This is an optimization exercise on Yosys and OpenROAD, whose aim is small area, a short achievable clock period and few clock cycles, not a production implementation. At most, simulation tests tie the RTL to the original design; equivalence was not proved. No functional check of the RTL was part of runs 1 and 2. Power and IR drop assume default switching activity.

--- flow/design.v ---
module psiframe_pkt (
  input  wire        clk,
  input  wire        rst,             
  input  wire        cmd_valid,
  input  wire [63:0] cmd,
  output wire        cmd_ready,
  output wire        ev_valid,
  output wire [9:0]  ev,
  output wire [41:0] ev_pcr,
  input  wire        ev_ready,
  output wire        idle,
  output wire [63:0] st
);
  localparam [1:0] M_IDLE = 2'd0, M_PKT = 2'd2, M_FAULT = 2'd3;
  localparam [3:0] F_FIELD = 4'd2, F_SEQ = 4'd3, F_DUP = 4'd4, F_NOTFOUND = 4'd5,
                   F_OPCODE = 4'd6, F_FULL = 4'd7;
  localparam [3:0] C_NOP = 4'b0000, C_ABORT = 4'b0001, C_ADD = 4'b1000,
                   C_DROP = 4'b1001, C_LD = 4'b1010, C_OPEN = 4'b1011,
                   C_BYTE = 4'b1100, C_FILL = 4'b1101;
  localparam [2:0] G_IDLE = 3'd0, G_OPEN = 3'd1, G_FILL = 3'd2, G_BYTE = 3'd3,
                   G_PE = 3'd4, G_AB = 3'd5;
  reg [1:0]  mode;
  reg [3:0]  fault;
  reg        pcrv;
  reg [7:0]  pkleft;
  reg        pkpcrv;       
  reg        pkopen;       
  reg        wpend;        
  reg [3:0]  ccr;          
  reg [3:0]  pos;          
  reg        found;
  reg [2:0]  sc;           
  reg        rv[0:15];
  reg [12:0] rp[0:15];
  reg [3:0]  rc[0:15];
  reg        crdy;
  reg        cv;
  reg        cunk;         
  reg [3:0]  cop;
  reg        crsv;         
  reg        cfe;          
  reg [31:0] cf;           
  reg        J;            
  reg [2:0]  gk;
  reg [7:0]  gd;           
  reg        gpe;          
  reg        evv;
  reg [9:0]  evq;
  reg        evpep;        
  reg        idle_q;
  reg [33:0] dq;
  reg [6:0]  drem;
  reg [1:0]  p10;          
  reg [4:0]  dcnt;         
  reg        dinv;         
  assign cmd_ready = crdy;
  assign ev_valid  = evv;
  assign ev        = evq;
  assign ev_pcr    = {drem[5:0], dq, p10};
  assign idle      = idle_q;
  assign st = {32'hFFFFFFFF, 1'b0, pkleft, 15'd0, pcrv, 1'b0, fault, mode};
  wire [7:0] iop  = cmd[63:56];
  wire       iunk = (|iop[7:6]) | (|iop[4:3]) |
                    (iop[5] ? (iop[2] & iop[1]) : (|iop[2:1]));
  wire [3:0] icop = {iop[5], iop[2:0]};
  wire ia = |cmd[55:42], ib = |cmd[41:32], ic = |cmd[31:24], id = |cmd[23:17],
       ie = |cmd[16:13], ih = |cmd[12:8], ig = |cmd[7:0];
  reg irsv;
  always @(*) begin
    case (icop)
      C_ADD, C_DROP: irsv = ia | ib | ic | id | ie;
      C_LD:          irsv = ia;
      C_OPEN:        irsv = ia | ib | id;
      C_BYTE:        irsv = ia | ib | ic | id | ie | ih;
      default:       irsv = ia | ib | ic | id | ie | ih | ig;
    endcase
  end
  wire [7:0] inp  = cmd[31:24];
  wire ife = (icop == C_LD) ? (cmd[41:33] >= 9'd300) :
             ((inp > 8'd184) | (cmd[16] & (inp > 8'd176)) | (cmd[15] & (inp > 8'd182)) |
              (cmd[13] & (inp == 8'd0)));
  function holds(input [3:0] c);
    holds = c == C_ABORT || c == C_ADD || c == C_DROP || c == C_OPEN;
  endfunction
  wire is_abort = cop == C_ABORT;
  wire is_add   = cop == C_ADD;
  wire is_drop  = cop == C_DROP;
  wire is_ld    = cop == C_LD;
  wire is_open  = cop == C_OPEN;
  wire is_byte  = cop == C_BYTE;
  wire is_fill  = cop == C_FILL;
  wire [12:0] pid  = cf[12:0];
  wire        pusi = cf[13];
  wire        tp   = cf[14];
  wire        rai  = cf[15];
  wire        pcrf = cf[16];
  wire [7:0]  np   = cf[31:24];
  wire rsv = crsv;
  reg       m_any;
  reg [3:0] m_pos, m_cc;
  integer i;
  always @(*) begin
    m_any = 1'b0;
    m_pos = 4'd0;
    m_cc  = 4'd0;
    for (i = 0; i < 4; i = i + 1)
      if (rv[4*i] && rp[4*i] == pid) begin
        m_any = 1'b1;
        m_pos = m_pos | (4*i + 1);
        m_cc  = m_cc | rc[4*i];
      end
  end
  wire sfree     = !pkopen && !wpend;
  wire searching = (sc != 3'd0) && sfree;
  wire sdone     = sc == 3'd0;
  reg anyfree;
  always @(*) begin
    anyfree = 1'b0;
    for (i = 0; i < 16; i = i + 1)
      anyfree = anyfree | !rv[i];
  end
  wire np0      = np == 8'd0;
  wire midle    = mode == M_IDLE;
  wire fm       = mode == M_FAULT;
  reg [3:0] fcode;
  always @(*) begin
    fcode = 4'd0;
    if (cunk)                                  fcode = F_OPCODE;
    else if (rsv)                              fcode = F_FIELD;
    else case (cop)
      C_ADD:
        if (!midle)                            fcode = F_SEQ;
        else if (found)                        fcode = F_DUP;
        else if (!anyfree)                     fcode = F_FULL;
      C_DROP:
        if (!midle)                            fcode = F_SEQ;
        else if (!found)                       fcode = F_NOTFOUND;
      C_LD:
        if (!midle)                            fcode = F_SEQ;
        else if (cfe)                          fcode = F_FIELD;
      C_OPEN:
        if (!midle)                            fcode = F_SEQ;
        else if (cfe)                          fcode = F_FIELD;
        else if (!found)                       fcode = F_NOTFOUND;
        else if (pcrf && !pcrv)                fcode = F_SEQ;
      C_BYTE, C_FILL:
        if (mode != M_PKT)                     fcode = F_SEQ;
      default: ;
    endcase
  end
  wire abw   = !cunk & is_abort & !rsv;           
  wire ok    = !fm & (fcode == 4'd0);
  wire pos15 = pos == 4'd15;
  reg rdy;
  always @(*) begin
    rdy = 1'b1;
    if (fm)
      rdy = !abw | !pkopen | pos15;
    else if (!cunk && !rsv && midle && (is_add || is_drop || is_open) && !sdone)
      rdy = 1'b0;
    else if (ok && is_add)
      rdy = !rv[15];
    else if (ok && is_drop)
      rdy = pos15;
    else if (ok && is_abort)
      rdy = !pkopen | pos15;
  end
  wire go    = cv & J & rdy;
  wire xg    = go & ok;                            
  wire do_ab = go & (fm ? abw : (ok & is_abort));  
  wire last_byte = pkleft == 8'd1;
  wire x_open  = xg & is_open;
  wire x_byte  = xg & is_byte;
  wire x_fill  = xg & is_fill;
  wire x_add   = xg & is_add;
  wire x_drop  = xg & is_drop;
  wire x_ld    = xg & is_ld;
  wire x_close = x_fill | (x_byte & last_byte);  
  wire [7:0] dt1  = {drem, dq[33]};
  wire       dq1  = dt1 >= 8'd75;
  wire [6:0] dr1  = dq1 ? dt1 - 8'd75 : dt1[6:0];
  wire [7:0] dt0  = {dr1, dq[32]};
  wire       dq0  = dt0 >= 8'd75;
  wire [6:0] drem0 = dq0 ? dt0 - 8'd75 : dt0[6:0];
  wire [7:0] ut0  = {1'b0, drem} + (dq[0] ? 8'd75 : 8'd0);
  wire [7:0] ut1  = {1'b0, ut0[7:1]} + (dq[1] ? 8'd75 : 8'd0);
  wire [32:0] base = dq[32:0];
  wire [8:0]  ext  = {drem, p10};
  wire [47:0] pcr_field = {base, 6'b111111, ext};
  wire        ddone = dcnt == 5'd0;
  wire        dfwd  = ddone & !dinv;                
  wire [3:0] ccf  = np0 ? ccr - 4'd1 : ccr;
  wire [7:0] aflen = 8'd183 - np;
  reg  [7:0] open_byte;
  reg        open_wait;
  always @(*) begin
    open_wait = 1'b0;
    case (gd[3:0])
      4'd0: open_byte = 8'h47;
      4'd1: open_byte = {1'b0, pusi, tp, pid[12:8]};
      4'd2: open_byte = pid[7:0];
      4'd3: open_byte = {2'b00, np != 8'd184, !np0, ccf};
      4'd4: open_byte = aflen;
      4'd5: open_byte = {1'b0, rai, 1'b0, pcrf, 4'b0000};
      4'd6: begin open_byte = pcrf ? pcr_field[47:40] : 8'hFF; open_wait = pcrf & !dfwd; end
      4'd7: open_byte = pcrf ? pcr_field[39:32] : 8'hFF;
      4'd8: open_byte = pcrf ? pcr_field[31:24] : 8'hFF;
      4'd9: open_byte = pcrf ? pcr_field[23:16] : 8'hFF;
      4'd10: open_byte = pcrf ? pcr_field[15:8] : 8'hFF;
      4'd11: open_byte = pcrf ? pcr_field[7:0] : 8'hFF;
      default: open_byte = 8'hFF;
    endcase
  end
  wire open_last = pkleft == 8'd0;
  reg [9:0] c_cur;
  reg       c_has;
  always @(*) begin
    c_has = gk != G_IDLE;
    case (gk)
      G_OPEN: begin c_cur = {2'b01, open_byte}; c_has = !open_wait; end
      G_FILL: c_cur = {2'b01, 8'hFF};
      G_BYTE: c_cur = {2'b01, gd};
      G_PE:   c_cur = {2'b10, 6'd0, pkpcrv, !pkpcrv};
      default: c_cur = {2'b10, 8'h03};
    endcase
  end
  reg [2:0] c_k;
  reg [7:0] c_d;
  reg       open_done;
  always @(*) begin
    c_k = G_IDLE;
    c_d = gd;
    open_done = 1'b0;
    case (gk)
      G_OPEN:
        if (open_last) begin
          c_k = np0 ? G_PE : G_IDLE;
          open_done = 1'b1;
        end else begin
          c_k = G_OPEN;
          if (gd[3:0] != 4'd12) c_d = gd + 8'd1;
        end
      G_FILL: c_k = last_byte ? G_PE : G_FILL;
      G_BYTE: c_k = gpe ? G_PE : G_IDLE;
      default: c_k = G_IDLE;
    endcase
  end
  reg [2:0] s_k, s_k1;
  reg [9:0] s_cur;
  always @(*) begin
    s_k   = G_IDLE;
    s_cur = {2'b10, 8'h03};
    if (fm || is_abort)
      s_k = (fm ? abw : (ok & !midle)) ? G_AB : G_IDLE;
    else if (ok) begin
      if (is_open) begin s_k = G_OPEN; s_cur = {2'b01, 8'h47}; end
      if (is_fill) begin s_k = G_FILL; s_cur = {2'b01, 8'hFF}; end
      if (is_byte) begin s_k = G_BYTE; s_cur = {2'b01, cf[7:0]}; end
    end
    s_k1 = G_IDLE;
    if (s_k == G_OPEN) s_k1 = G_OPEN;
    if (s_k == G_FILL || s_k == G_BYTE) s_k1 = last_byte ? G_PE : (s_k == G_FILL ? G_FILL : G_IDLE);
  end
  wire ofree = !evv | ev_ready;
  wire adv   = ofree & (go ? (s_k != G_IDLE) : c_has);  
  wire [2:0] n_k  = go ? (ofree ? s_k1 : s_k) : (adv ? c_k : gk);
  wire [7:0] n_d  = go ? ((ofree || s_k != G_BYTE) ? {7'd0, ofree} : cf[7:0])
                       : (adv ? c_d : gd);
  wire       n_pe = go ? last_byte : gpe;
  wire [9:0] cur  = go ? s_cur : c_cur;
  wire       c_adv = !go & ofree & c_has;         
  wire n_evv   = ofree ? (go ? (s_k != G_IDLE) : c_has) : evv;
  wire n_evpep = ofree ? (!go && c_has && gk == G_PE && pkpcrv) : evpep;
  wire n_J     = n_k == G_IDLE;
  wire n_cv    = crdy ? cmd_valid : (go ? x_open : (cv & !(c_adv & open_done)));
  wire n_hold  = crdy ? holds(icop) : holds(cop);
  wire [3:0] n_cop = crdy ? icop : cop;
  wire n_pkpcrv = x_open ? pcrf : pkpcrv;
  wire n_pep   = n_evpep |
                 (n_pkpcrv & ((n_k == G_FILL) | (n_k == G_PE) | ((n_k == G_BYTE) & n_pe) |
                              (n_cv & (mode == M_PKT) & (n_cop == C_FILL ||
                                       (n_cop == C_BYTE && pkleft <= 8'd2)))));
  wire n_crdy  = (!n_cv | (n_J & !n_hold)) & !n_pep;
  wire addw = x_add;                                
  wire dropw = x_drop;                              
  wire restore = do_ab & pkopen;
  wire ccw  = pos15 & (wpend | restore);
  wire [3:0] ccwv = restore ? ccr : ccr + 4'd1;
  integer j;
  always @(posedge clk) begin
    if (crdy) begin
      cunk <= iunk;
      cop  <= icop;
      crsv <= irsv;
      cfe  <= ife;
      cf   <= cmd[31:0];
    end
    for (j = 1; j < 16; j = j + 1) begin
      rv[j] <= rv[j-1] & !rst;
      rp[j] <= rp[j-1];
      rc[j] <= rc[j-1];
    end
    rv[0] <= !rst & ((rv[15] & !dropw) | addw);
    rp[0] <= addw ? pid : rp[15];
    rc[0] <= addw ? 4'd0 : (ccw ? ccwv : rc[15]);
    if (crdy)
      sc <= 3'd4;
    else if (searching)
      sc <= sc - 3'd1;
    if (searching && m_any) begin
      pos <= m_pos;
      ccr <= m_cc;
    end else
      pos <= pos + 4'd1;
    if (crdy)
      found <= 1'b0;
    else if (searching && m_any)
      found <= 1'b1;
    gk  <= n_k;
    gd  <= n_d;
    gpe <= n_pe;
    if (ofree) evq <= cur;
    if (crdy && cmd_valid && iop == 8'h22) begin
      dq   <= cmd[35:2];                            
      drem <= {1'b0, cmd[41:36]};
      p10  <= cmd[1:0];
      dcnt <= 5'd0;
      dinv <= 1'b1;
    end else if (x_ld) begin
      dcnt <= 5'd17;
      dinv <= 1'b0;
    end else if (c_adv && gk == G_OPEN && gd[3:0] == 4'd11 && pcrf) begin
      dcnt <= 5'd17;                                
      dinv <= 1'b1;
    end else if (!ddone) begin
      if (dinv) begin
        dq   <= {ut1[0], ut0[0], dq[33:2]};
        drem <= ut1[7:1];
      end else begin
        dq   <= {dq[31:0], dq1, dq0};
        drem <= drem0;
      end
      dcnt <= dcnt - 5'd1;
    end
    if (pos15)
      wpend <= 1'b0;                                
    if (do_ab) begin
      mode   <= M_IDLE;
      fault  <= 4'd0;
      pcrv   <= 1'b0;
      pkleft <= 8'd0;
      pkopen <= 1'b0;
      wpend  <= 1'b0;
    end else if (go && !fm && !ok) begin
      mode  <= M_FAULT;
      fault <= fcode;
    end
    if (x_ld)
      pcrv <= 1'b1;
    if (x_open) begin
      if (pcrf) pcrv <= 1'b0;
      pkpcrv <= pcrf;
      pkopen <= !np0;
      wpend  <= !np0;
      pkleft <= ofree ? 8'd186 - np : 8'd187 - np;
      if (!np0)
        mode <= M_PKT;
    end
    if (c_adv && gk == G_OPEN)
      pkleft <= open_last ? np : pkleft - 8'd1;
    if (x_byte | (x_fill & ofree) | (c_adv && gk == G_FILL))
      pkleft <= pkleft - 8'd1;
    if (x_close) begin
      mode   <= M_IDLE;
      pkopen <= 1'b0;
    end
    if (rst) begin
      mode   <= M_IDLE;
      fault  <= 4'd0;
      pcrv   <= 1'b0;
      pkleft <= 8'd0;
      pkopen <= 1'b0;
      wpend  <= 1'b0;
      crdy   <= 1'b1;
      cv     <= 1'b0;
      J      <= 1'b1;
      gk     <= G_IDLE;
      evv    <= 1'b0;
      evpep  <= 1'b0;
      idle_q <= 1'b1;
      dcnt   <= 5'd0;
      dinv   <= 1'b0;
      sc     <= 3'd0;
    end else begin
      crdy   <= n_crdy;
      cv     <= n_cv;
      J      <= n_J;
      evv    <= n_evv;
      evpep  <= n_evpep;
      idle_q <= !n_cv && n_k == G_IDLE && !n_evv;
    end
  end
endmodule
--- flow/constraint.sdc ---
create_clock -name core_clock -period 10.0 [get_ports {clk}]
set_input_delay 2.0000 -clock core_clock [delete_from_list [all_inputs] [get_ports {clk}]]
set_output_delay 2.0000 -clock core_clock [all_outputs]
set_load 0.01 [all_outputs]
--- flow/flow/run.sh ---
#!/bin/bash
# Own layout flow: the standard synthesis unchanged (standard.sh synth),
# then the standard layout (standard.sh) with extra make settings:
#  - BUFFER_PORTS_ARGS: every input and output port still gets its buffer, but
#    a plain sky130_fd_sc_hd__buf_2 instead of the delay buffer picked by default;
#  - CTS_ARGS: ORFS's own clock-tree options, without the dummy loads that CTS
#    adds to even out its leaf buffers' loads.
# Each tool's full output stays in this folder: make's output in flow_*.log,
# and ORFS's per-step logs under orfs/logs/.
set -uo pipefail
MARGIN=$(cat flow/margin.txt 2>/dev/null || echo 6.5)
bash standard.sh synth > flow_synth.log 2>&1 || { tail -50 flow_synth.log; exit 1; }
bash standard.sh "SETUP_SLACK_MARGIN=$MARGIN" \
  "BUFFER_PORTS_ARGS=-buffer_cell sky130_fd_sc_hd__buf_2" \
  "CTS_ARGS=-sink_clustering_enable -repair_clock_nets -dont_use_dummy_load" \
  finish > flow_layout.log 2>&1 || { tail -50 flow_layout.log; exit 1; }
tail -5 flow_layout.log
--- flow/standard.sh ---
#!/bin/bash
# synth_recipe.tcl (not shown) runs the flow's synth.tcl, then flattens the netlist and writes it again
# the make line also repeats each setting of config.mk as NAME=value (left out here)
make -C /OpenROAD-flow-scripts/flow DESIGN_CONFIG=/design/flow/config.mk WORK_HOME=/design/flow/orfs CLKGATE_MAP_FILE= SYNTH_SCRIPT=/design/flow/synth_recipe.tcl "${@:-finish}"
--- flow/config.mk ---
export PLATFORM = sky130hd
export DESIGN_NAME = psiframe_pkt
export DESIGN_NICKNAME = psiframe_pkt
export VERILOG_FILES = /design/flow/design.v
export SDC_FILE = /design/flow/constraint.sdc
export NUM_CORES = 4
export LEC_CHECK = 0
export CAP_MARGIN = 20
export CORE_MARGIN = 2
export CORE_UTILIZATION = 65
export SLEW_MARGIN = 20
--- flow/flow/margin.txt ---
6.5
==> results of run 1 <==
## cells in the final DEF (no fill, tap or decap), types with 5 or more instances in the layout
cell and n:
xnor2_1 62, a22oi_1 19, nand2b_1 20, inv_1 38, a21o_1 5, mux2i_1 44, o31ai_1 7, edfxtp_1 92
a22o_1 5, nand4_1 21, nor4_1 18, and3_1 9, nor3b_1 6, o21ai_0 85, dfxtp_1 330, xor2_1 37
or3_1 14, nand3_1 34, and2_1 5, ha_1 29, a32oi_1 5, a211oi_1 11, nor3_1 35, nor2b_1 28
nand2_1 127, o211ai_1 13, buf_4 23, a21oi_1 57, conb_1 50, mux2_2 17, nor2_1 70, clkbuf_16 41
buf_2 136, a311oi_1 6, o22ai_1 11, a31oi_1 16, or2_2 5
## synthesized netlist by cell type (all sizes together), types with 23 or more instances
cell,n,area (um2)
xor2,37,324
nor2,74,280
o21ai,87,435
inv,40,150
buf,77,541
dfxtp,334,6690
nor3,39,211
nand2,131,492
nor2b,30,188
mux2i,44,440
edfxtp,92,2760
clkbuf,59,221
xnor2,62,543
nand3,34,170
ha,31,388
nor4,23,186
a21oi,59,303
## worst paths after layout
path | start | endpoint | slack [ns] | depth (start not counted)
worst max-delay path | cmd[24] | crsv | 6.51 | 6
worst min-delay path | rp[1][12] | rp[2][12] | 0.27 | 0
worst max register to register | dq[33] | drem[0] | 6.56 | 12
worst min register to register | rp[1][12] | rp[2][12] | 0.27 | 0
## layer usage
| layer | share of wire (%) | global-route usage, % | up-vias |
|---|---|---|---|
| li1 | - | - | 5663 |
| met5 | 0 | 0 | - |
| met2 | 46 | 49.9 | 573 |
| met1 | 42 | 43.4 | 5822 |
| met4 | 3.5 | 10.9 | 0 |
| met3 | 8.1 | 5.45 | 96 |
## cell type report
| class | count | area share [%] |
|---|---|---|
| Timing Repair inverter | 1 | 0.0268 |
| Timing Repair Buffer | 161 | 4.70 |
| Sequential cell | 426 | 50.6 |
| Multi-Input combinational cell | 1002 | 36.2 |
| Inverter | 40 | 0.823 |
| Clock buffer | 41 | 5.49 |
| Tap cell | 330 | 2.21 |
## logic make-up (layout without fill, tap and decap cells)
| family | count (synthesis) | after routing |
|---|---|---|
| buffers and inverters | 176 | 243 |
| AND/OR/NAND/NOR | 438 | 439 |
| other | 2 | 50 |
| XOR/XNOR | 99 | 99 |
| multiplexers | 62 | 62 |
| adder cells (fa/ha/maj) | 35 | 35 |
| flip-flops | 426 | 426 |
| AO/OA/AOI/OAI | 317 | 317 |
## power by group
part / switching [uW] / internal [uW]
clock: 577 / 719
sequential: 238 / 1960
combinational: 671 / 510
## worst max-delay path: cells and delay by family
family | cells | cell delay (ns)
buf+inv | 1 | 0.13
simple gates | 4 | 1.38
compound gates | 1 | 0.17
## sequential cells by signal, summed over array words and instances, names as in the netlist, 5 cells and up
register  flops
cf           25
dcnt          5
dq           34
drem          7
evq          10
gd            8
pkleft        8
rc           64
rp          208
rv           16
## repair_timing
action	CTS	global route
hold buffers	0	0
resized for setup	13	19
setup endpoints to repair	113	79
gates cloned	1	1
buffers inserted	5	7
pin swaps	1	8
## through the flow
step	setup WS [ns]	total power, uW	area, um2	utilization [%]	hold slack (ns)
2_1_floorplan	6.52	2970	17000	-	0.310
3_3_place_gp	5.16	3290	17400	69.0	0.310
3_5_place_dp	5.07	3320	17400	69.0	0.312
4_1_cts	6.36	4610	18600	73.5	0.263
5_1_grt	6.42	4880	18700	74.0	0.270
6_report	6.51	4680	18700	74.0	0.275
==> results_dict.tcl, run 1 <==
set metrics [dict create \
    finalHoldViolations 0 \
    overflow 0 \
    vias 12154 \
    cts-root-buf "clkbuf_16" \
    end_kind "flop" \
    drc 0 \
    synthXorXnorAreaFrac_pct 5.17 \
    drt_iter0_drc 1238 \
    slowest_delay_ns 0.59 \
    ys_seq_elements 426 \
    crit_chain "buf_2 > or4_1 > nor2_2 > nand2_1 > nor3_4 > o221ai_1" \
    dp_cells 1946 \
    multi_input_area_um2 6770 \
    avgSynthCellArea_um2 10.8 \
    async_flop_share_pct 0 \
    seqCellArea_um2 9450 \
    yosysWarnings 4 \
    grt_pass1_wl_um 64900 \
    synth_edf_count 92 \
    syn_area_um2 16800 \
    muxShareOfSynthArea_pct 3.84 \
    power_density_nw_per_um2 250 \
    hpwl_um 29600 \
    max_slew_margin_pct 31.2 \
    nFillCells 1766 \
    crit_arrival_ns 3.68 \
    layout.cells.non_filler 2001 \
    cts_tree "yes" \
    slew_viol_final 0 \
    drtAntennaViolNets 0 \
    clk_pin_slew_ns 0.06 \
    leakage_uw 0.00718 \
    dr.pass1.iters 5 \
    wl_per_cell_um 21.4 \
    via_per_inst 6.07 \
    yosys.area_share.adder_pct 2.67 \
    drive_gt1_share_pct 16.6 \
    ir_worst_vdd_v 0.000319 \
    gp_congestion 0.962 \
    fp.coreArea_um2 25300 \
    tns_ns 0 \
    final_min_period_over_clock_period_pct 34.9 \
    worstSkewPairLatency_ns 0.55 \
    clock-sinks 426 \
    crit_fanout 4 \
    clock.fmax_ghz 0.286 \
    die_area_um2 27100 \
    crit_type "in -> reg" \
    clock_skew_ns 0.0603 \
    n_antenna_cell 0 \
    syn_to_final_growth_pct 11.5 \
    grt_max_degree 73 \
    num_rows 58 \
    critPathLaunchType "input pin" \
    crit_required_ns 10.19 \
    nets 1774 \
    yosys.area_share.simple_pct 13.6 \
    ios 187 \
    cts-htree-levels 2 \
    setup_viol 0 \
    cts_buffers 41 \
    critPathSlowestCell "or4_1" \
    synth_compound_area_share_pct 12.8 \
    ys.flop_type "dfxtp_1" \
    grt_antenna_before_repair 0 \
    rsz0062_at_grt "true" \
    wl_um 42900 \
    cts_buffer_depth 3 \
    dieWidth_um 165 \
    die_y_um 165 \
    worstHoldPathType "reg -> reg" \
    tightest_slew_ns 1.02 \
    start_util_pct 66.4 \
    status "finished clean" \
    grtUsageTotal_pct 31.3 \
    ys_seq_area_share_pct 56.3 \
    netlist_instances 1555 \
    ys_types 96 \
    grt_pass1_vias 11402 \
    synth_top_family_by_area "simple AND/OR/NAND/NOR gates" \
    port-buffer-count 136 \
    cap_violations 0 \
    final.min_clock_period_ns 3.49 \
]
==> run 2, diff against run 1 <==
--- a/flow/flow/run.sh
+++ b/flow/flow/run.sh
@@ -13,5 +13,5 @@
 bash standard.sh "SETUP_SLACK_MARGIN=$MARGIN" \
   "BUFFER_PORTS_ARGS=-buffer_cell sky130_fd_sc_hd__buf_2" \
-  "CTS_ARGS=-sink_clustering_enable -repair_clock_nets -dont_use_dummy_load" \
+  "CTS_ARGS=-sink_clustering_enable -repair_clock_nets -dont_use_dummy_load -sink_clustering_size 30 -sink_clustering_max_diameter 100" \
   finish > flow_layout.log 2>&1 || { tail -50 flow_layout.log; exit 1; }
 tail -5 flow_layout.log
==> run 2 against run 1 <==
  * Sequential cell count stayed put
  * Sequential share of layout area is 1.5 points higher
  * Total power down 11%
  * Clock-buffer cell count decreased by 23
  * Routed wire length fell by 2.4%
  * Area after synthesis stayed put
  * Global-route usage shrank 1.2 points
  * Design area decreased by 3.0%
  * Register-to-register slack got worse by 0.02 ns
  * Clock skew fell by 0.018 ns
  * Fmax decreased by 2.9%
==> results_dict.tcl, run 2 <==
set metrics [dict create \
    wl_per_cell_um 21.2 \
    critPathLaunchType "input pin" \
    worstHoldPathType "reg -> reg" \
    synth_area_leader_cell "dfxtp_1" \
    ios 187 \
    end_kind "flop" \
    clock-sinks 426 \
    placedInstanceArea_um2 17400 \
    crit_fanout 4 \
    die_area_um2 27100 \
    dr.pass1.iters 6 \
    crit_required_ns 10.23 \
    power_frac_comb_pct 28.0 \
    ys_seq_elements 426 \
    ys_seq_area_share_pct 56.3 \
    num_rows 58 \
    fp.coreArea_um2 25300 \
    wl_um 41900 \
    hold_path_depth 0 \
    n_antenna_cell 0 \
    syn_area_um2 16800 \
    cts-root-buf "clkbuf_16" \
    largest_reg_flops 208 \
    setup_viol 0 \
    tightest_slew_ns 1.17 \
    final.setup.worst_slack_ns 6.41 \
    leakage_uw 0.00691 \
    drc 0 \
    status "finished clean" \
    gp_congestion 0.962 \
    top_regs "rp: 208 flops, rc: 64 flops, dq: 34 flops" \
    drt_iter0_drc 1343 \
    worstSkewPairLatency_ns 0.53 \
    nets 1752 \
    async_flop_share_pct 0 \
    sequentialPowerShare_pct 52.5 \
    power_density_nw_per_um2 231 \
    synthTopCellsByCount "dfxtp_1 (334), nand2_1 (131), edfxtp_1 (92)" \
    switching_power_uw 1400 \
    syn_to_final_growth_pct 8.21 \
    crit_arrival_ns 3.83 \
    max_slew_margin_pct 21.5 \
    synth_most_common_cell "dfxtp_1" \
    ys.flop_type "dfxtp_1" \
    synth_edf_count 92 \
    dieWidth_um 165 \
    slew_viol_final 0 \
    crit_type "in -> reg" \
    hold_end "rp[14][7]" \
    clk_pin_slew_ns 0.10 \
    grt_pass1_vias 10936 \
    cap_violations 0 \
    timing.rr.start "dq[33]" \
    cts_tree "yes" \
    layout_common_cells "dfxtp_1 (329), buf_2 (136), nand2_1 (127)" \
    reg2reg_depth 12 \
    synthTopCellsByArea "dfxtp_1 (40%), edfxtp_1 (16%), xnor2_1 (3.2%)" \
    drtAntennaViolNets 0 \
    grt_pass1_wl_um 62400 \
    vias 11986 \
    start_util_pct 66.4 \
    port-buffer-count 136 \
    cts_buffers 18 \
    postLayoutCellArea_um2 18100 \
    final_common_cell "dfxtp_1" \
    cts_buffer_depth 3 \
    clkPwrFrac_pct 19.4 \
    post-route-util_pct 71.8 \
    rrSetupSlack_ns 6.54 \
    die_y_um 165 \
    grt_antenna_before_repair 0 \
    clock.fmax_ghz 0.278 \
    synth_top_area_share_pct 39.9 \
    rsz0062_at_grt "true" \
    r2r-end "drem[0]" \
    hold_buffers 0 \
    regMostFlops "rp" \
    grt_max_degree 73 \
    switching_share_pct 33.3 \
    hpwl_um 29600 \
    netlist_instances 1555 \
    tns_ns 0 \
    ys_types 96 \
    finalHoldViolations 0 \
    via_per_inst 6.06 \
    crit_start "cmd[13]" \
    avgSynthCellArea_um2 10.8 \
    cts-htree-levels 1 \
    drive_gt1_share_pct 15.5 \
    overflow 0 \
    grtUsageTotal_pct 30.2 \
    clock_skew_ns 0.0422 \
    final.min_clock_period_ns 3.59 \
    final_min_period_over_clock_period_pct 35.9 \
    min-delay-start "rp[13][7]" \
    yosysWarnings 4 \
    ir_worst_vdd_v 0.000319 \
    dp_worst_setup_slack_ns 5.07 \
    cell_internal_pwr_uw 2790 \
]
run 2: layer usage:
layer | up-vias | global-route usage (%) | wire, um
met5 | - | 0 | 0
met4 | 0 | 10.9 | 1600
met3 | 83 | 4.55 | 3350
met2 | 546 | 46.7 | 18800
met1 | 5740 | 43.2 | 18100
li1 | 5617 | - | -
run 2: cells by family (layout without fill, tap and decap cells):
kind of cell | after synthesis | after routing | synth area share [%]
AOI/OAI and AO/OA | 317 | 317 | 12.8
xor gates and xnor gates | 99 | 99 | 5.17
adders and majority gates | 35 | 35 | 2.67
buffers and inverters | 176 | 221 | 5.44
DFF | 426 | 426 | 56.3
muxes | 62 | 62 | 3.84
other | 2 | 50 | 0.0448
and+or+nand+nor | 438 | 439 | 13.6
run 2: timing repair:
action | CTS | global route
resized for setup | 14 | 19
pin swaps | 2 | 8
endpoints found under the setup margin | 113 | 75
buffers inserted | 5 | 7
hold endpoints to repair | 0 | 0
cloned | 1 | 2
run 2: power by group through the flow:
stage          Sequential (uW)  Clock, uW  Combinational, uW
6_report                  2200        814               1170
5_1_grt                   2210        873               1280
4_1_cts                   2190        822               1120
3_5_place_dp              2230          0               1090
3_3_place_gp              2230          0               1060
2_1_floorplan             2140          0                830
run 2: final cells by class:
cell class                      instances  area (um2)
Timing Repair Buffer                  162         912
Fill cell                            1843        7110
Clock buffer                           18         450
Timing Repair inverter                  1        5.00
Sequential cell                       426        9460
Inverter                               40         154
Tap cell                              330         413
Multi-Input combinational cell       1002        6760
run 2: worst max-delay path by stage:
stage,endpoint,slack (ns)
6_report,crsv,6.41
5_1_grt,drem[0],6.44
4_1_cts,drem[0],6.35
3_5_place_dp,drem[0],5.07
3_3_place_gp,drem[0],5.16
2_1_floorplan,p10[0],6.52
run 2: stage by stage:
| stage | hold WS [ns] | total power (uW) | instances |
|---|---|---|---|
| final | 0.313 | 4190 | 1979 |
| after global routing | 0.308 | 4370 | 1979 |
| after CTS | 0.296 | 4130 | 1970 |
| after detailed placement | 0.312 | 3320 | 1946 |
| after global placement | 0.310 | 3290 | 1946 |
| after floorplan | 0.310 | 2970 | 1603 |
run 2: worst max-delay path, stage by stage:
cell,delay [ns]
buf_2,0.17
nor4_1,0.78
nand2_1,0.31
nor3_2,0.39
o221ai_1,0.18
==> run 3, diff against run 2 <==
--- a/flow/design.v
+++ b/flow/design.v
@@ -49,13 +49,13 @@
   reg        evpep;        
   reg        idle_q;
-  reg [33:0] dq;
+  reg [32:0] dq;
   reg [6:0]  drem;
   reg [1:0]  p10;          
-  reg [4:0]  dcnt;         
+  reg [5:0]  dcnt;         
   reg        dinv;         
   assign cmd_ready = crdy;
   assign ev_valid  = evv;
   assign ev        = evq;
-  assign ev_pcr    = {drem[5:0], dq, p10};
+  assign ev_pcr    = {drem, dq, p10};
   assign idle      = idle_q;
   assign st = {32'hFFFFFFFF, 1'b0, pkleft, 15'd0, pcrv, 1'b0, fault, mode};
@@ -177,16 +177,13 @@
   wire x_ld    = xg & is_ld;
   wire x_close = x_fill | (x_byte & last_byte);  
-  wire [7:0] dt1  = {drem, dq[33]};
-  wire       dq1  = dt1 >= 8'd75;
-  wire [6:0] dr1  = dq1 ? dt1 - 8'd75 : dt1[6:0];
-  wire [7:0] dt0  = {dr1, dq[32]};
-  wire       dq0  = dt0 >= 8'd75;
-  wire [6:0] drem0 = dq0 ? dt0 - 8'd75 : dt0[6:0];
-  wire [7:0] ut0  = {1'b0, drem} + (dq[0] ? 8'd75 : 8'd0);
-  wire [7:0] ut1  = {1'b0, ut0[7:1]} + (dq[1] ? 8'd75 : 8'd0);
+  wire [7:0] dt   = {drem, dq[32]};
+  wire       dqb  = dt >= 8'd75;
+  wire [7:0] dts  = dt - 8'd75;
+  wire [6:0] dr   = dqb ? dts[6:0] : dt[6:0];
+  wire [7:0] ut   = {1'b0, drem} + (dq[0] ? 8'd75 : 8'd0);
   wire [32:0] base = dq[32:0];
   wire [8:0]  ext  = {drem, p10};
   wire [47:0] pcr_field = {base, 6'b111111, ext};
-  wire        ddone = dcnt == 5'd0;
+  wire        ddone = dcnt == 6'd0;
   wire        dfwd  = ddone & !dinv;                
   wire [3:0] ccf  = np0 ? ccr - 4'd1 : ccr;
@@ -322,24 +319,21 @@
     if (ofree) evq <= cur;
     if (crdy && cmd_valid && iop == 8'h22) begin
-      dq   <= cmd[35:2];                            
-      drem <= {1'b0, cmd[41:36]};
+      dq   <= cmd[34:2];                            
+      drem <= cmd[41:35];
       p10  <= cmd[1:0];
-      dcnt <= 5'd0;
-      dinv <= 1'b1;
-    end else if (x_ld) begin
-      dcnt <= 5'd17;
+      dcnt <= 6'd33;
       dinv <= 1'b0;
     end else if (c_adv && gk == G_OPEN && gd[3:0] == 4'd11 && pcrf) begin
-      dcnt <= 5'd17;                                
+      dcnt <= 6'd33;                                
       dinv <= 1'b1;
     end else if (!ddone) begin
       if (dinv) begin
-        dq   <= {ut1[0], ut0[0], dq[33:2]};
-        drem <= ut1[7:1];
+        dq   <= {ut[0], dq[32:1]};
+        drem <= ut[7:1];
       end else begin
-        dq   <= {dq[31:0], dq1, dq0};
-        drem <= drem0;
+        dq   <= {dq[31:0], dqb};
+        drem <= dr;
       end
-      dcnt <= dcnt - 5'd1;
+      dcnt <= dcnt - 6'd1;
     end
     if (pos15)
@@ -389,5 +383,5 @@
       evpep  <= 1'b0;
       idle_q <= 1'b1;
-      dcnt   <= 5'd0;
+      dcnt   <= 6'd0;
       dinv   <= 1'b0;
       sc     <= 3'd0;
--- a/flow/flow/run.sh
+++ b/flow/flow/run.sh
@@ -13,5 +13,5 @@
 bash standard.sh "SETUP_SLACK_MARGIN=$MARGIN" \
   "BUFFER_PORTS_ARGS=-buffer_cell sky130_fd_sc_hd__buf_2" \
-  "CTS_ARGS=-sink_clustering_enable -repair_clock_nets -dont_use_dummy_load -sink_clustering_size 30 -sink_clustering_max_diameter 100" \
+  "CTS_ARGS=-sink_clustering_enable -repair_clock_nets -dont_use_dummy_load" \
   finish > flow_layout.log 2>&1 || { tail -50 flow_layout.log; exit 1; }
 tail -5 flow_layout.log
==> flow/flow/margin.txt (replaced) <==
6.6
--- a/flow/config.mk
+++ b/flow/config.mk
@@ -8,4 +8,4 @@
 export CAP_MARGIN = 20
 export CORE_MARGIN = 2
-export CORE_UTILIZATION = 65
+export CORE_UTILIZATION = 75
 export SLEW_MARGIN = 20
==> run 3 against run 2 <==
  * Combinational power shrank 35%
  * Register-to-register slack lost 0.02 ns
  * Global-route usage grew 8.5 points
  * Largest cell class unchanged
  * Clock power grew 56%
  * Sequential share of layout area grew 0.85 points
  * First-iteration DRC count grew 7.1%
  * Worst hold slack lost 0.020 ns
  * Worst setup slack gained 0.12 ns
  * Critical endpoint is now rc[0][1]
  * Non-clock buffer count grew 2
  * Critical path type is now reg -> reg
  * Critical path depth grew 4
==> results_dict.tcl, run 3 <==
set metrics [dict create \
    slowest_delay_ns 0.64 \
    nets 1679 \
    cts_buffers 39 \
    rsz0062_at_grt "false" \
    synth_top_area_share_pct 42.0 \
    netlist_instances 1454 \
    worstSkewPairLatency_ns 0.55 \
    async_flop_share_pct 0 \
    drtAntennaViolNets 0 \
    crit_required_ns 10.41 \
    grt_max_degree 75 \
    clock_skew_ns 0.0559 \
    die_area_um2 22400 \
    dp_worst_setup_slack_ns 5.07 \
    crit_type "reg -> reg" \
    drc 0 \
    cts-htree-levels 2 \
    tns_ns 0 \
    hpwl_um 27200 \
    gp_congestion 0.967 \
    overflow 0 \
    ys_seq_elements 426 \
    end_kind "flop" \
    cts_buffer_depth 3 \
    avgSynthCellArea_um2 10.9 \
    port-buffer-count 136 \
    fp.coreArea_um2 20900 \
    syn_area_um2 15900 \
    top_regs "rp: 208 flops, rc: 64 flops, dq: 33 flops" \
    clk_pin_slew_ns 0.07 \
    vias 12148 \
    crit_fanout 7 \
    drive_gt1_share_pct 16.7 \
    synth_edf_count 92 \
    final.min_clock_period_ns 3.48 \
    clock.fmax_ghz 0.287 \
    ys_seq_area_share_pct 59.4 \
    ys.flop_type "dfxtp_1" \
    dr.pass1.iters 9 \
    final.setup.worst_slack_ns 6.52 \
    grt_pass1_vias 11564 \
    dp_cells 1803 \
    cp_num_buf_inv 0 \
    layout_common_cells "dfxtp_1 (330), buf_2 (136), nand2_1 (106)" \
    via_per_inst 6.54 \
    wl_um 44500 \
    layout.cells.non_filler 1858 \
    die_y_um 150 \
    setup_viol 0 \
    hold_buffers 0 \
    worstHoldPathType "reg -> reg" \
    status "finished clean" \
    finalHoldViolations 0 \
    cts-root-buf "clkbuf_16" \
    regMostFlops "rp" \
    ios 187 \
    synthTopCellsByArea "dfxtp_1 (42%), edfxtp_1 (17%), xnor2_1 (3.2%)" \
    slew_viol_final 0 \
    cts_tree "yes" \
    power_density_nw_per_um2 235 \
    rrSetupSlack_ns 6.52 \
    synth_area_leader_cell "dfxtp_1" \
    grtUsageTotal_pct 38.6 \
    crit_family "simple AND/OR/NAND/NOR gates" \
    syn_to_final_growth_pct 12.2 \
    yosysWarnings 4 \
    wl_per_cell_um 24.0 \
    start_util_pct 76.1 \
    dieWidth_um 150 \
    max_slew_margin_pct 23.3 \
    tightest_slew_ns 1.14 \
    critPathSlowestCell "nor4_2" \
    n_antenna_cell 0 \
    drt_iter0_drc 1439 \
    leakage_uw 0.00698 \
    grt_antenna_before_repair 2 \
    critPathLaunchType "flop" \
    synthTopCellsByCount "dfxtp_1 (334), nand2_1 (106), nor2_1 (96)" \
    ys_types 82 \
    crit_chain "nand4_1 > nor4_2 > a21oi_1 > nand4_1 > and3_1 > a21oi_1 > nor2_1 > nor2_1 > a211oi_1" \
    largest_reg_flops 208 \
    cap_violations 0 \
    final_min_period_over_clock_period_pct 34.8 \
    num_rows 53 \
    post-route-util_pct 85.5 \
    nFillCells 1018 \
    synth_most_common_cell "dfxtp_1" \
    crit_arrival_ns 3.89 \
    grt_pass1_wl_um 65900 \
    final_common_cell "dfxtp_1" \
    clock-sinks 426 \
    ir_worst_vdd_v 0.000200 \
]
-- run 3: metrics by stage --
step / area (um2) / power, uW / hold slack, ns
after floorplan: 16100 / 2610 / 0.310
after detailed placement: 16600 / 2900 / 0.312
final: 17900 / 4190 / 0.293
after CTS: 17700 / 4150 / 0.287
after global routing: 17900 / 4340 / 0.283
after global placement: 16600 / 2860 / 0.310
-- run 3: logic make-up after synthesis --
family | synth area share (%)
buffers and inverters | 4.99
flip-flops | 59.4
AND/OR/NAND/NOR | 13.3
multiplexers | 3.93
adder cells (fa/ha/maj) | 2.22
XOR/XNOR | 5.01
AO/OA/AOI/OAI | 11.1
other | 0.0472
-- run 3: worst paths after layout --
check	start	cells past startpoint	end
max	rv[8]	9	rc[0][1]
min	rp[5][7]	0	rp[6][7]
max reg2reg	rv[8]	9	rc[0][1]
min reg2reg	rp[5][7]	0	rp[6][7]
-- run 3: report_power, final --
group | internal, uW | leakage (uW) | switching (uW)
sequential | 1950 | 0.00364 | 205
clock | 687 | 0.000481 | 588
combinational | 311 | 0.00286 | 445
-- run 3: cell type report --
cell class	count	area [um2]	area share [%]
Timing Repair inverter	1	8.76	0.0491
Sequential cell	426	9450	53.0
Clock buffer	39	976	5.47
Tap cell	275	344	1.93
Multi-Input combinational cell	920	6020	33.7
Inverter	33	144	0.806
Timing Repair Buffer	164	906	5.07
-- run 3: metal layers --
metal	up-vias	wire length [um]	GRT usage (%)
li1	5289	-	-
met2	893	20900	62.2
met3	211	4490	7.29
met1	5753	16500	50.7
met4	2	2600	18.6
met5	-	13	0
-- run 3: repair_timing --
item / in CTS / in global routing
buffers inserted: 3 / 12
gates cloned: 0 / 1
gates resized for setup: 19 / 20
pin swaps: 1 / 5
endpoints found under the setup margin: 133 / 90
Testbench counts of run 3, summed over its fixed seeds: cycles 233,424.
==> run 4, diff against run 3 <==
==> flow/flow/margin.txt (replaced) <==
6.5
--- a/flow/config.mk
+++ b/flow/config.mk
@@ -8,4 +8,4 @@
 export CAP_MARGIN = 20
 export CORE_MARGIN = 2
-export CORE_UTILIZATION = 75
+export CORE_UTILIZATION = 65
 export SLEW_MARGIN = 20
==> run 4 against run 3 <==
  * Still clean
  * Combinational power shrank 3.8%
  * Critical path depth grew 2
  * Design area is essentially flat
  * Via count shrank 8.6%
  * Die area grew 15%
  * Total power shrank 0.22%
  * Critical endpoint is now crdy
==> results_dict.tcl, run 4 <==
set metrics [dict create \
    drtAntennaViolNets 0 \
    syn_area_um2 15900 \
    cts-htree-levels 2 \
    worstHoldPathType "reg -> reg" \
    start_util_pct 65.8 \
    crit_required_ns 10.39 \
    largest_reg_flops 208 \
    yosysWarnings 4 \
    tightest_slew_ns 1.01 \
    crit_chain "inv_1 > ha_1 > nand2b_1 > or4_1 > or4_4 > a311oi_2 > a221oi_2 > a21oi_4 > mux2i_1 > and3_1 > a2111oi_2" \
    clock_skew_ns 0.0637 \
    leakage_uw 0.00693 \
    ys_types 82 \
    slew_viol_final 0 \
    die_area_um2 25700 \
    layout_common_cells "dfxtp_1 (330), buf_2 (136), nand2_1 (106)" \
    regMostFlops "rp" \
    drive_gt1_share_pct 15.8 \
    crit_fanout 8 \
    overflow 0 \
    hold_buffers 0 \
    end_kind "flop" \
    nFillCells 1719 \
    hold_end "rp[6][11]" \
    syn_to_final_growth_pct 12.2 \
    n_antenna_cell 0 \
    clk_pin_slew_ns 0.06 \
    min-delay-start "rp[5][11]" \
    rrSetupSlack_ns 6.56 \
    dp_cells 1853 \
    wl_per_cell_um 20.1 \
    ys_seq_elements 426 \
    vias 11102 \
    clock-sinks 426 \
    slowest_delay_ns 0.70 \
    ir_worst_vdd_v 0.000168 \
    max_slew_margin_pct 31.9 \
    synth_area_leader_cell "dfxtp_1" \
    synthTopCellsByArea "dfxtp_1 (42%), edfxtp_1 (17%), xnor2_1 (3.2%)" \
    drt_iter0_drc 994 \
    hpwl_um 26100 \
    dieWidth_um 160 \
    async_flop_share_pct 0 \
    hold_slack_ns 0.287 \
    reg2reg_depth 11 \
    status "finished clean" \
    grt_pass1_wl_um 59300 \
    final_min_period_over_clock_period_pct 34.4 \
    finalHoldViolations 0 \
    ys_seq_area_share_pct 59.4 \
    hold_path_depth 0 \
    fp.coreArea_um2 24200 \
    num_rows 57 \
    clock.fmax_ghz 0.291 \
    port-buffer-count 136 \
    rsz0062_at_grt "true" \
    final.min_clock_period_ns 3.44 \
    r2r-end "crdy" \
    top_regs "rp: 208 flops, rc: 64 flops, dq: 33 flops" \
    cts-root-buf "clkbuf_16" \
    synth_top_area_share_pct 42.0 \
    power_density_nw_per_um2 234 \
    cts_tree "yes" \
    dr.pass1.iters 6 \
    grt_pass1_vias 10716 \
    layout.cells.non_filler 1902 \
    nets 1674 \
    wl_um 38300 \
    via_per_inst 5.84 \
    tns_ns 0 \
    ios 187 \
    timing.rr.start "cf[24]" \
    synthTopCellsByCount "dfxtp_1 (334), nand2_1 (106), nor2_1 (96)" \
    grt_antenna_before_repair 0 \
    grt_max_degree 75 \
    cts_buffers 41 \
    die_y_um 160 \
    crit_type "reg -> reg" \
    final.setup.worst_slack_ns 6.56 \
    critPathSlowestCell "or4_1" \
    avgSynthCellArea_um2 10.9 \
    gp_congestion 0.925 \
    ys.flop_type "dfxtp_1" \
    crit_arrival_ns 3.83 \
    final_common_cell "dfxtp_1" \
    critPathLaunchType "flop" \
    cts_buffer_depth 3 \
    synth_most_common_cell "dfxtp_1" \
    netlist_instances 1454 \
    cap_violations 0 \
    dp_worst_setup_slack_ns 5.11 \
    setup_viol 0 \
    grtUsageTotal_pct 29.5 \
    worstSkewPairLatency_ns 0.55 \
    drc 0 \
    synth_edf_count 92 \
]
[run 4: changes by cell type in the layout (fill, tap and decap cells not counted), sizes merged]
cell,before,now
buf,164,158
clkbuf,39,41
clkinv,2,1
[run 4: final cells by class]
cell class                 count  area [um2]  area share [%]
multi-input combinational    920        5970            33.4
clock buffer                  41        1030            5.75
timing repair buffer         158         853            4.78
tap                          324         405            2.27
inverter                      33         139           0.778
sequential                   426        9450            53.0
[run 4: worst max-delay path by stage]
stage / endpoint / from / slack [ns]
floorplan: dq[0] / ev_ready / 6.29
global placement: dq[25] / cmd[61] / 5.24
detailed placement: dq[5] / cmd[61] / 5.11
CTS: crdy / cop[2] / 6.50
global route: crdy / cf[24] / 6.36
finish: crdy / cf[24] / 6.56
[run 4: cells by family after synthesis]
group                      count (synthesis)  share of synthesized area [%]
buffers and inverters                    156                           4.99
other                                      2                         0.0472
AOI/OAI and AO/OA                        280                           11.1
DFF                                      426                           59.4
adders and majority gates                 28                           2.22
xor gates and xnor gates                  91                           5.01
and+or+nand+nor                          411                           13.3
muxes                                     60                           3.93
[run 4: worst max-delay path, delay by kind of cell (launching register included)]
| kind | cells | cell delay [ns] |
|---|---|---|
| flip-flops | 1 | 0.52 |
| AO/OA/AOI/OAI | 4 | 0.92 |
| AND/OR/NAND/NOR | 4 | 1.51 |
| adder cells (fa/ha/maj) | 1 | 0.15 |
| buffers and inverters | 1 | 0.12 |
| multiplexers | 1 | 0.12 |
[run 4: what timing repair did]
action                                 4_1_cts  5_1_grt
pin swaps                                    1        2
setup buffers                                3        5
endpoints found under the hold margin        0        0
setup endpoints to repair                  117       80
resized for setup                           13       12
[run 4: per-layer routing]
metal	vias up	GRT usage, %	part of all wire [%]
li1	5263	-	-
met1	5276	40.6	43
met2	486	48.2	47
met3	77	4.24	7.0
met4	0	10.1	3.1
met5	-	0	0
[run 4: through the flow]
| step | area, um2 | utilization, % | total power, uW |
|---|---|---|---|
| 5_1_grt | 17800 | 73.8 | 4350 |
| 3_3_place_gp | 16700 | 68.9 | 2870 |
| 6_report | 17800 | 73.8 | 4180 |
| 3_5_place_dp | 16700 | 68.9 | 2890 |
| 4_1_cts | 17800 | 73.4 | 4180 |
| 2_1_floorplan | 16100 | - | 2610 |
[run 4: power by group]
part           internal, uW  switching [uW]  leakage (uW)  total, uW
clock                   719             578      0.000505       1300
combinational           301             426       0.00279        727
sequential             1950             202       0.00364       2160
total                  2980            1210       0.00693       4180
==> run 5, diff against run 4 <==
--- a/flow/flow/run.sh
+++ b/flow/flow/run.sh
@@ -4,5 +4,5 @@
 #  - BUFFER_PORTS_ARGS: every input and output port still gets its buffer, but
 #    a plain sky130_fd_sc_hd__buf_2 instead of the delay buffer picked by default;
-#  - CTS_ARGS: ORFS's own clock-tree options, without the dummy loads that CTS
+#  - CTS_ARGS: ORFS's own clock-tree options with clkbuf_8 buffers, without the dummy loads that CTS
 #    adds to even out its leaf buffers' loads.
 # Each tool's full output stays in this folder: make's output in flow_*.log,
@@ -13,5 +13,5 @@
 bash standard.sh "SETUP_SLACK_MARGIN=$MARGIN" \
   "BUFFER_PORTS_ARGS=-buffer_cell sky130_fd_sc_hd__buf_2" \
-  "CTS_ARGS=-sink_clustering_enable -repair_clock_nets -dont_use_dummy_load" \
+  "CTS_ARGS=-sink_clustering_enable -repair_clock_nets -dont_use_dummy_load -buf_list sky130_fd_sc_hd__clkbuf_8" \
   finish > flow_layout.log 2>&1 || { tail -50 flow_layout.log; exit 1; }
 tail -5 flow_layout.log
==> run 5 against run 4 <==
  * First-iteration DRC count shrank 4.5%
  * Critical path depth shrank 5
  * Register-to-register slack gained 0.04 ns
  * Utilization shrank 0.53 points
  * Combinational power shrank 1%
  * Largest power group unchanged
  * Sequential power is essentially flat
  * Largest cell class unchanged
  * Design area shrank 0.72%
  * Clock skew grew 0.011 ns
==> results_dict.tcl, run 5 <==
set metrics [dict create \
    syn_to_final_growth_pct 11.4 \
    cts-root-buf "clkbuf_8" \
    clk_pin_slew_ns 0.05 \
    clock-sinks 426 \
    dp_cells 1853 \
    dr.pass1.iters 5 \
    synthTopCellsByCount "dfxtp_1 (334), nand2_1 (106), nor2_1 (96)" \
    clock.fmax_ghz 0.287 \
    top_regs "rp: 208 flops, rc: 64 flops, dq: 33 flops" \
    cap_violations 0 \
    gp_congestion 0.925 \
    min-delay-start "rp[5][2]" \
    grt_max_degree 75 \
    yosysWarnings 4 \
    drive_gt1_share_pct 16.9 \
    ios 187 \
    final_min_period_over_clock_period_pct 34.8 \
    hold_end "rp[6][2]" \
    power_density_nw_per_um2 229 \
    layout.cells.non_filler 1925 \
    cts-htree-levels 3 \
    die_y_um 160 \
    leakage_uw 0.00691 \
    ys_seq_area_share_pct 59.4 \
    final_common_cell "dfxtp_1" \
    largest_reg_flops 208 \
    synth_most_common_cell "dfxtp_1" \
    status "finished clean" \
    netlist_instances 1454 \
    ys_seq_elements 426 \
    timing.rr.start "cf[24]" \
    worstSkewPairLatency_ns 0.60 \
    tightest_slew_ns 1.09 \
    die_area_um2 25700 \
    n_antenna_cell 0 \
    drtAntennaViolNets 0 \
    port-buffer-count 136 \
    async_flop_share_pct 0 \
    wl_um 37800 \
    synth_top_area_share_pct 42.0 \
    grt_pass1_wl_um 59100 \
    ys.flop_type "dfxtp_1" \
    layout_common_cells "dfxtp_1 (330), buf_2 (136), nand2_1 (106)" \
    vias 11192 \
    synth_area_leader_cell "dfxtp_1" \
    syn_area_um2 15900 \
    fp.coreArea_um2 24200 \
    grt_antenna_before_repair 0 \
    crit_required_ns 10.24 \
    r2r-end "crdy" \
    critPathLaunchType "input pin" \
    seqCellArea_um2 9450 \
    wl_per_cell_um 19.6 \
    rrSetupSlack_ns 6.60 \
    dieWidth_um 160 \
    max_slew_margin_pct 26.9 \
    grtUsageTotal_pct 29.4 \
    reg2reg_depth 11 \
    ir_worst_vdd_v 0.000166 \
    regMostFlops "rp" \
    clock_skew_ns 0.0746 \
    end_kind "flop" \
    worstHoldPathType "reg -> reg" \
    synth_edf_count 92 \
    cts_buffer_depth 3 \
    hold_slack_ns 0.273 \
    synthTopCellsByArea "dfxtp_1 (42%), edfxtp_1 (17%), xnor2_1 (3.2%)" \
    via_per_inst 5.81 \
    hpwl_um 26100 \
    drc 0 \
    final.min_clock_period_ns 3.48 \
    setup_viol 0 \
    nFillCells 1742 \
    overflow 0 \
    crit_fanout 4 \
    crit_arrival_ns 3.72 \
    cts_tree "yes" \
    rsz0062_at_grt "true" \
    drt_iter0_drc 949 \
    p_total_uw 4050 \
    nets 1697 \
    tns_ns 0 \
    hold_path_depth 0 \
    start_util_pct 65.8 \
    grt_pass1_vias 10858 \
    finalHoldViolations 0 \
    num_rows 57 \
    ys_types 82 \
    multi_input_area_um2 5960 \
    cts_buffers 67 \
    slew_viol_final 0 \
    crit_type "in -> reg" \
    avgSynthCellArea_um2 10.9 \
]
-- run 5: worst max-delay path by stage --
stage | start | endpoint | slack, ns
after global routing | cf[24] | crdy | 6.42
after detailed placement | cmd[61] | dq[5] | 5.11
after CTS | cmd[24] | crsv | 6.50
after floorplan | ev_ready | dq[0] | 6.29
after global placement | cmd[61] | dq[25] | 5.24
final | cmd[24] | crsv | 6.52
-- run 5: cell type report --
| cell class | instances | share of cell area, % |
|---|---|---|
| Sequential cell | 426 | 53.4 |
| Multi-Input combinational cell | 920 | 33.6 |
| Timing Repair Buffer | 155 | 4.69 |
| Tap cell | 324 | 2.29 |
| Clock buffer | 67 | 5.21 |
| Inverter | 33 | 0.805 |
-- run 5: where the power goes --
group / total, uW / internal [uW] / switching, uW
combinational: 720 / 300 / 419
sequential: 2160 / 1960 / 202
clock: 1170 / 592 / 579
total: 4050 / 2850 / 1200
-- run 5: critical path: stages --
cell      delay (ns)
buf_2           0.13
or4_1           0.56
nor2_2          0.31
nand2_1         0.09
nor3_1          0.47
o221ai_1        0.16
-- run 5: what timing repair did --
| action | 4_1_cts | 5_1_grt |
|---|---|---|
| hold endpoints to repair | 0 | 0 |
| resized for setup | 9 | 12 |
| endpoints found under the setup margin | 112 | 73 |
| buffers inserted | 4 | 1 |
| pin swaps | 1 | 1 |
| hold buffers | 0 | 0 |
-- run 5: kinds of logic after synthesis --
family	after synthesis	synth area share [%]
AOI/OAI and AO/OA	280	11.1
xor gates and xnor gates	91	5.01
adders and majority gates	28	2.22
buffers and inverters	156	4.99
DFF	426	59.4
muxes	60	3.93
other	2	0.0472
and+or+nand+nor	411	13.3
-- run 5: layer usage --
layer,wire (um),track usage (%),vias up,part of all wire (%)
met5,0,0,-,0
met2,17300,46.4,496,46
met3,2720,5.58,89,7.2
li1,-,-,5301,-
met4,1490,12.2,0,3.9
met1,16300,40.2,5306,43
-- run 5: per-stage QoR --
stage	setup slack, ns	cell area [um2]	util (%)
after floorplan	6.29	16100	-
after global placement	5.24	16700	68.9
after detailed placement	5.11	16700	68.9
after CTS	6.50	17600	73.0
after global routing	6.42	17700	73.3
final	6.52	17700	73.3
==> run 6, diff against run 5 <==
--- a/flow/config.mk
+++ b/flow/config.mk
@@ -8,4 +8,4 @@
 export CAP_MARGIN = 20
 export CORE_MARGIN = 2
-export CORE_UTILIZATION = 65
+export CORE_UTILIZATION = 55
 export SLEW_MARGIN = 20
==> run 6 against run 5 <==
  * Still clean
  * Combinational power grew 0.6%
  * Synthesized cell count is the same
  * Total power down 0.11%
  * Clock skew grew 0.010 ns
  * Die area increased by 18%
  * Fmax up 1.5%
  * Non-clock buffer count down 2
  * Routed wire length grew 2.4%
  * Sequential power about the same
  * Global-route usage fell by 3.8 points
  * Critical path type is now reg -> out
  * Critical endpoint is now cmd_ready
==> results_dict.tcl, run 6 <==
set metrics [dict create \
    endpoint "cmd_ready" \
    tightest_slew_ns 1.08 \
    slew_viol_final 0 \
    grt_antenna_before_repair 0 \
    final.min_clock_period_ns 3.43 \
    ys_seq_area_share_pct 59.4 \
    tns_ns 0 \
    timing.rr.start "mode[0]" \
    ir_worst_vdd_v 0.000148 \
    met2_usage_pct 39.3 \
    cts_tree "yes" \
    dieWidth_um 174 \
    syn_to_final_growth_pct 11.9 \
    largest_reg_flops 208 \
    drt_iter0_drc 925 \
    ys_seq_elements 426 \
    ys_types 82 \
    final_min_period_over_clock_period_pct 34.3 \
    power_density_nw_per_um2 227 \
    fp.coreArea_um2 28600 \
    clkPwrFrac_pct 28.6 \
    netlist_instances 1454 \
    crit_required_ns 8.00 \
    cell_internal_pwr_uw 2850 \
    worstHoldPathType "reg -> reg" \
    end_kind "output port" \
    rsz0062_at_grt "true" \
    globalRouteMet3Util_pct 4.88 \
    cts-htree-levels 3 \
    final_common_cell "dfxtp_1" \
    synth_edf_count 92 \
    yosysWarnings 4 \
    clock.fmax_ghz 0.292 \
    layout_common_cells "dfxtp_1 (329), buf_2 (136), nand2_1 (106)" \
    die_y_um 174 \
    avgSynthCellArea_um2 10.9 \
    dr.pass1.iters 5 \
    wl_um 38700 \
    clock_skew_ns 0.0849 \
    worstSkewPairLatency_ns 0.60 \
    crit_start "crdy" \
    grt_busiest_layer "met2" \
    max_slew_margin_pct 27.6 \
    critPathLaunchType "flop" \
    nets 1695 \
    overflow 0 \
    ios 187 \
    grtUsageTotal_pct 25.6 \
    async_flop_share_pct 0 \
    regMostFlops "rp" \
    drc 0 \
    cts_buffer_depth 3 \
    drive_gt1_share_pct 17.0 \
    switching_share_pct 29.6 \
    n_antenna_cell 0 \
    leakage_uw 0.00690 \
    grt_pass1_wl_um 60700 \
    hpwl_um 27200 \
    cts_buffers 67 \
    hold_path_depth 0 \
    status "finished clean" \
    num_rows 62 \
    setup_viol 0 \
    top_regs "rp: 208 flops, rc: 64 flops, dq: 33 flops" \
    rrSetupSlack_ns 6.63 \
    gr-usage-met1_pct 35.9 \
    reg2reg_depth 10 \
    port-buffer-count 136 \
    cts-root-buf "clkbuf_8" \
    power_frac_comb_pct 17.9 \
    switching_power_uw 1200 \
    layout.cells.non_filler 1983 \
    synthTopCellsByCount "dfxtp_1 (334), nand2_1 (106), nor2_1 (96)" \
    wl_per_cell_um 19.5 \
    crit_arrival_ns 1.43 \
    clk_pin_slew_ns 0.06 \
    dp_cells 1911 \
    crit_type "reg -> out" \
    r2r-end "crdy" \
    grt_max_degree 75 \
    die_area_um2 30300 \
    crit_fanout 43 \
    drtAntennaViolNets 0 \
    vias 11090 \
    hold_buffers 0 \
    cap_violations 0 \
    grt_pass1_vias 10729 \
    clock-sinks 426 \
    synth_area_leader_cell "dfxtp_1" \
    gp_congestion 0.893 \
    synth_top_area_share_pct 42.0 \
    syn_area_um2 15900 \
    start_util_pct 55.6 \
    synth_most_common_cell "dfxtp_1" \
    sequentialPowerShare_pct 53.5 \
    ys.flop_type "dfxtp_1" \
    via_per_inst 5.59 \
    synthTopCellsByArea "dfxtp_1 (42%), edfxtp_1 (17%), xnor2_1 (3.2%)" \
    finalHoldViolations 0 \
]
run 6: cell counts after synthesis:
Identical to the previous run, type by type.
run 6: area by class of cell:
type | count | area, um2
Sequential cell | 426 | 9460
Tap cell | 384 | 480
Fill cell | 2416 | 10800
Clock buffer | 67 | 922
Timing Repair Buffer | 153 | 818
Multi-Input combinational cell | 920 | 5980
Inverter | 33 | 143
run 6: cells by family (layout without fill, tap and decap cells):
logic type	count (synthesis)	in the layout	share of synthesized area, %
xor+xnor	91	91	5.01
flops	426	426	59.4
buf+inv	156	253	4.99
simple gates	411	411	13.3
compound gates	280	280	11.1
mux	60	60	3.93
other cells	2	50	0.0472
fa+ha+maj	28	28	2.22
run 6: power groups by stage:
stage / combinational [uW] / clock [uW] / sequential (uW)
after floorplan: 484 / 0 / 2130
after global placement: 699 / 0 / 2200
after detailed placement: 713 / 0 / 2190
after CTS: 720 / 1190 / 2160
after global routing: 809 / 1270 / 2180
final: 724 / 1160 / 2160
run 6: worst min-delay path by stage:
| stage | endpoint | start |
|---|---|---|
| floorplan | rc[10][0] | rc[9][0] |
| global placement | rc[10][1] | rc[9][1] |
| detailed placement | rp[15][4] | rp[14][4] |
| CTS | rp[11][0] | rp[10][0] |
| global route | rp[11][0] | rp[10][0] |
| finish | rp[11][0] | rp[10][0] |
run 6: worst max-delay path, stage by stage (launching register included):
cell	delay, ns
dfxtp_2	0.32
clkbuf_8	0.36
buf_2	0.21
run 6: metal layers:
layer	share of wire (%)	vias up	wire (um)
met2	44	435	17200
li1	-	5295	-
met4	3.6	0	1410
met5	0	-	0
met3	6.1	92	2340
met1	46	5268	17700
run 6: through the flow:
| step | total power [uW] | hold slack (ns) | setup WS, ns | cell area [um2] | util, % |
|---|---|---|---|---|---|
| after floorplan | 2610 | 0.310 | 6.29 | 16100 | - |
| after global placement | 2900 | 0.310 | 5.13 | 16700 | 58.4 |
| after detailed placement | 2910 | 0.312 | 5.00 | 16700 | 58.4 |
| after CTS | 4070 | 0.259 | 6.50 | 17700 | 61.9 |
| after global routing | 4260 | 0.270 | 6.44 | 17800 | 62.2 |
| final | 4040 | 0.262 | 6.57 | 17800 | 62.2 |
run 6: timing repair:
action / in CTS / in global routing
endpoints found under the setup margin: 132 / 85
pin swaps: 1 / 0
cloned: 0 / 0
gates resized for setup: 12 / 14
buffers inserted: 4 / 1
==> run 7, diff against run 6 <==
==> flow/flow/margin.txt (replaced) <==
6.85
==> run 7 against run 6 <==
  * Still clean
  * Worst hold slack improved by 0.0063 ns
  * Clock-buffer cell count increased by 1
  * Design area increased by 5.8%
  * Clock power about the same
  * Sequential cell count unchanged
  * Worst setup slack improved by 0.18 ns
  * Fmax increased by 5.6%
  * Sequential power decreased by 4%
  * Synthesized cell count unchanged
  * Via count increased by 5.7%
  * Global-route usage increased by 1.3 points
  * Critical path type is now in -> reg
  * Highest routed layer unchanged
==> results_dict.tcl, run 7 <==
set metrics [dict create \
    critPathSlowestCell "or4_4" \
    worstHoldPathType "reg -> reg" \
    max_slew_margin_pct 46.2 \
    avgSynthCellArea_um2 10.9 \
    yosys.area_share.simple_pct 13.3 \
    final_min_period_over_clock_period_pct 32.5 \
    synth_top_area_share_pct 42.0 \
    grt_antenna_before_repair 1 \
    cts-htree-levels 3 \
    drive_gt1_share_pct 24.2 \
    num_rows 62 \
    dr.pass1.iters 5 \
    overflow 0 \
    grt_pass1_vias 11227 \
    fp.coreArea_um2 28600 \
    wl_um 41600 \
    setup_viol 0 \
    layout_common_cells "dfxtp_1 (319), buf_2 (131), nand2_1 (104)" \
    leakage_uw 0.00742 \
    placedInstanceArea_um2 16800 \
    postLayoutCellArea_um2 18800 \
    tightest_slew_ns 0.801 \
    synthXorXnorAreaFrac_pct 5.01 \
    synthTopCellsByArea "dfxtp_1 (42%), edfxtp_1 (17%), xnor2_1 (3.2%)" \
    grtUsageTotal_pct 26.9 \
    crit_fanout 8 \
    slew_viol_final 0 \
    via_per_inst 5.64 \
    grt_pass1_wl_um 63500 \
    rsz0062_at_grt "true" \
    crit_required_ns 10.39 \
    crit_type "in -> reg" \
    ys.flop_type "dfxtp_1" \
    vias 11722 \
    start_util_pct 55.6 \
    final.min_clock_period_ns 3.25 \
    largest_reg_flops 208 \
    synth_most_common_cell "dfxtp_1" \
    drtAntennaViolNets 0 \
    drc 0 \
    final_common_cell "dfxtp_1" \
    cts_buffer_depth 3 \
    gp_congestion 0.918 \
    ios 187 \
    ir_worst_vdd_v 0.000152 \
    dieWidth_um 174 \
    die_area_um2 30300 \
    synth_compound_area_share_pct 11.1 \
    wl_per_cell_um 20.0 \
    yosys.area_share.adder_pct 2.22 \
    top_regs "rp: 208 flops, rc: 64 flops, dq: 33 flops" \
    grt_max_degree 75 \
    critPathLaunchType "input pin" \
    cap_violations 0 \
    clock.fmax_ghz 0.308 \
    finalHoldViolations 0 \
    tns_ns 0 \
    synthTopCellsByCount "dfxtp_1 (334), nand2_1 (106), nor2_1 (96)" \
    syn_to_final_growth_pct 18.4 \
    crit_arrival_ns 3.64 \
    ys_seq_area_share_pct 59.4 \
    status "finished clean" \
    synth_edf_count 92 \
    yosysWarnings 4 \
    die_y_um 174 \
    worstSkewPairLatency_ns 0.59 \
    clock-sinks 426 \
    syn_area_um2 15900 \
    ys_types 82 \
    regMostFlops "rp" \
    async_flop_share_pct 0 \
]
run 7: kinds of logic (layout without fill, tap and decap cells):
kind of cell / Yosys count / after routing
muxes: 60 / 60
DFF: 426 / 426
adders and majority gates: 28 / 28
other: 2 / 51
and+or+nand+nor: 411 / 411
xor gates and xnor gates: 91 / 91
buffers and inverters: 156 / 346
AOI/OAI and AO/OA: 280 / 280
run 7: layer usage:
layer  vias up  wire (um)  GRT usage (%)
met4         0       1650           11.4
li1       5501          -              -
met5         -          0              0
met1      5600      17900           36.7
met3       105       3110           4.88
met2       516      18900           42.5
run 7: cell type report:
type / instances / area (um2)
inverter: 33 / 144
timing repair inverter: 1 / 6.26
tap: 384 / 480
clock buffer: 68 / 936
sequential: 426 / 9480
timing repair buffer: 244 / 1610
antenna: 1 / 2.50
fill: 2339 / 9790
multi-input combinational: 920 / 6180
run 7: final timing paths:
check	from	to	slack [ns]	cells past startpoint
max	ev_ready	pkleft[1]	6.75	10
min	rp[2][10]	rp[3][10]	0.27	0
min reg2reg	rp[2][10]	rp[3][10]	0.27	0
max reg2reg	cf[26]	crdy	6.90	11
run 7: what timing repair did:
item                                   CTS  global route
setup endpoints to repair              202           131
endpoints found under the hold margin    0             0
gates cloned                             2             1
gates resized for setup                 56            34
buffers inserted                        74            16
pin swaps                               14            15
run 7: critical path, delay by kind of cell:
kind	cells	cell delay, ns
buffers and inverters	3	0.34
AND/OR/NAND/NOR	4	0.64
AO/OA/AOI/OAI	3	0.64
run 7: power by group:
part | switching [uW] | internal, uW | total [uW]
sequential | 124 | 1950 | 2080
clock | 575 | 600 | 1180
combinational | 599 | 494 | 1090
total | 1300 | 3050 | 4350
run 7: stage by stage:
step	hold WS [ns]	instances	total power [uW]	setup WS (ns)	utilization (%)
finish	0.268	2077	4350	6.75	65.8
global route	0.271	2077	4550	6.72	65.8
CTS	0.259	2059	4290	6.79	64.8
detailed placement	0.312	1915	2930	5.08	58.7
global placement	0.310	1915	2910	5.24	58.7
floorplan	0.310	1502	2630	6.29	-

static timing again, ports no longer ideal:
Ports are ideal in the flow. The routed layouts listed here were re-timed in OpenROAD. Step 1: set_driving_cell puts a clkbuf_16 on clk and a buf_2 on each other input, an assumption about the parent block. Step 2 times the ports against the registers' clock, not the clock port: input delays grow and output delays shrink by t, the midpoint of the rising clock arrivals with the driver on. Three values: no drivers, after step 1, after step 2; two values: the first two.
run	t (ns)	slack for setup (ns)
run 1	0.572	6.510 / 6.506 / 5.969
run 2	0.567	6.405 / 6.441 / 5.874
run 3	0.564	6.521 / 6.521 / 6.070
run 4	0.568	6.561 / 6.542 / 6.085
run 5	0.602	6.520 / 6.506 / 5.942
run 6	0.598	6.571 / 6.524 / 6.013
run 7	0.595	6.753 / 6.752 / 6.167
After both steps every run listed still meets setup and hold.
